This is an optimization exercise on Yosys and OpenROAD, whose aim is small area, a short achievable clock period and few clock cycles, not a production implementation.
Function was checked by simulation only, so behaviour that the tests miss may differ from the original.

## thermy_ck8
module thermy_ck8 #(
    parameter WMAX = 32,
    parameter AW   = 5,
    parameter [7:0] PRE0 = 8'h51,
    parameter [7:0] PRE1 = 8'h78
) (
    input  wire        clk,
    input  wire        rst,
    input  wire        cmd_valid,
    output wire        cmd_ready,
    input  wire [31:0] cmd_data,
    output reg  [31:0] res,
    output reg         res_valid,
    output wire        out_valid,
    input  wire        out_ready,
    output wire [7:0]  out_data
);
For scale: roughly 6,400 cells after synthesis, ~880 flip-flops, ~52,000 µm² of cells after synthesis.
Settings: LEC_CHECK=0, ABC_AREA=1, CAP_MARGIN=20, CORE_MARGIN=2, CORE_UTILIZATION=20, CTS_CLUSTER_DIAMETER=150, CTS_CLUSTER_SIZE=20, PLACE_DENSITY=0.3, SLEW_MARGIN=20; clock period 20.0 ns.
standard.sh (not shown) runs the stock make flow with config.mk's settings and CLKGATE_MAP_FILE= SYNTH_SCRIPT=/design/flow/synth_recipe.tcl, a recipe that flattens the netlist after the stock synthesis.
==> flow/flow/run.sh <==
#!/bin/bash
set -euo pipefail
bash standard.sh SETUP_SLACK_MARGIN=14.6 SKIP_GATE_CLONING=1 \
    "BUFFER_PORTS_ARGS=-buffer_cell sky130_fd_sc_hd__buf_4" finish > standard_make.log 2>&1
The starting point finished clean.
Testbench counts at the start, summed over its fixed seeds: cycles 10,576.
Then changed:
--- a/flow/config.mk
+++ b/flow/config.mk
@@ -7,3 +7,2 @@
 export LEC_CHECK = 0
-export ABC_AREA = 1
 export CAP_MARGIN = 20
=>
- The new run produced a clean layout
- global-route usage went down by 1.1 points
- cell area falls by a few percent
- via count goes down by roughly a tenth
- routed wire length falls by roughly a tenth

========
Starting RTL as in the previous note.
clock: 20.0 ns
lec_check: 0
cap_margin: 20
core_margin: 2
core_utilization: 20
cts_cluster_diameter: 150
cts_cluster_size: 20
place_density: 0.3
slew_margin: 20
==> flow/flow/run.sh <==
#!/bin/bash
set -euo pipefail
bash standard.sh SETUP_SLACK_MARGIN=14.8 SKIP_GATE_CLONING=1 MATCH_CELL_FOOTPRINT=0 \
    "BUFFER_PORTS_ARGS=-buffer_cell sky130_fd_sc_hd__buf_4" finish > standard_make.log 2>&1
Testbench counts at the start, summed over its fixed seeds: cycles 10,576.
Change:
==> flow/flow/run.sh (replaced) <==
#!/bin/bash
set -euo pipefail
bash standard.sh SETUP_SLACK_MARGIN=14.8 SKIP_GATE_CLONING=1 \
    "BUFFER_PORTS_ARGS=-buffer_cell sky130_fd_sc_hd__buf_4" finish > standard_make.log 2>&1
=>
- final area stays flat
- first-iteration DRC count went down by 5.5%
- routed wire length barely changes
- sequential share of layout area hardly moves
- clock skew shrinks by 0.0072 ns
- non-clock buffer count falls by 3

========
== JK ==
thermy_ck8, a different RTL version from the one above (not shown whole).
Size in the first run: about 5100 cells after synthesis, roughly 890 flip-flops, roughly 79 I/O pins, ~0.050 mm² of cells after synthesis.
## thermy_ck8
module thermy_ck8 #(
    parameter WMAX = 32,
    parameter AW   = 5,
    parameter [7:0] PRE0 = 8'h51,
    parameter [7:0] PRE1 = 8'h78
) (
    input  wire        clk,
    input  wire        rst,
    input  wire        cmd_valid,
    output wire        cmd_ready,
    input  wire [31:0] cmd_data,
    output reg  [31:0] res,
    output reg         res_valid,
    output wire        out_valid,
    input  wire        out_ready,
    output wire [7:0]  out_data
);
clock: 20.0 ns
lec_check: 0
cap_margin: 20
core_margin: 2
core_utilization: 20
place_density: 0.3
slew_margin: 20
run.sh (not shown) runs the stock make flow with config.mk's settings and CLKGATE_MAP_FILE= SYNTH_SCRIPT=/design/flow/synth_recipe.tcl, a recipe that flattens the netlist after the stock synthesis.
Stock flow here: none of the scripts above is used.
Per the final summary, JK finished and its layout is clean on timing, DRC and antenna.
Testbench counts of JK, summed over its fixed seeds: cycles 10,576.
Input-level comparison between MS and JK:
==> flow/flow/run.sh (new file) <==
#!/bin/bash
set -euo pipefail
bash standard.sh SETUP_SLACK_MARGIN=14.8 SKIP_GATE_CLONING=1 \
    "BUFFER_PORTS_ARGS=-buffer_cell sky130_fd_sc_hd__buf_4" finish > standard_make.log 2>&1
==> flow/standard.sh (new file) <==
#!/bin/bash
# synth_recipe.tcl (not shown) runs the flow's synth.tcl, then flattens the netlist and writes it again
# the make line also repeats each setting of config.mk as NAME=value (left out here)
make -C /OpenROAD-flow-scripts/flow DESIGN_CONFIG=/design/flow/config.mk WORK_HOME=/design/flow/orfs CLKGATE_MAP_FILE= SYNTH_SCRIPT=/design/flow/synth_recipe.tcl "${@:-finish}"
removed: flow/run.sh
--- outcome ---
- Min first-pass GRT wire length across JK and MS: JK
- MS vs JK, highest layer used for signal routing: met5 vs met4
- JK vs MS, commonest non-fill, non-tap cell in the layout: dfxtp_1 vs nor2_1

afterwards: timing with drivers on the ports:
How much do the figures lean on ideal ports? The routed layouts below were timed once more, with nothing changed but the port constraints. Step 1, drivers: a clkbuf_16 drives clk and a buf_2 each remaining input, both assumed. Step 2 also shifts input and output timing later by t, the mid clock arrival at the registers, as if the neighbouring blocks saw the same clock. a / b / c = no drivers / after step 1 / after step 2; a / b = the first two.
run | t, ns | slack for setup (ns) | latest minus earliest clock arrival (ns) | pins driven straight from the clock port
the first run of note 1 | 0.802 | 14.512 / 14.428 / 14.062 | 0.084 / 0.083 | 1
the second run of note 1 | 0.795 | 14.676 / 14.587 / 14.092 | 0.065 / 0.065 | 1
the first run of note 2 | 0.803 | 14.709 / 14.621 / 14.175 | 0.074 / 0.073 | 1
the second run of note 2 | 0.802 | 14.720 / 14.633 / 14.201 | 0.065 / 0.066 | 1
JK | 0.800 | 13.554 / 13.554 / 13.554 | 0.081 / 0.081 | 1
MS | 0.825 | 14.547 / 14.466 / 14.227 | 0.124 / 0.125 | 1
After both steps setup and hold are still met in every run listed. For the second run of note 1, which loses most, drivers alone change the setup slack by -0.089 ns; drivers and shift together by -0.584 ns.
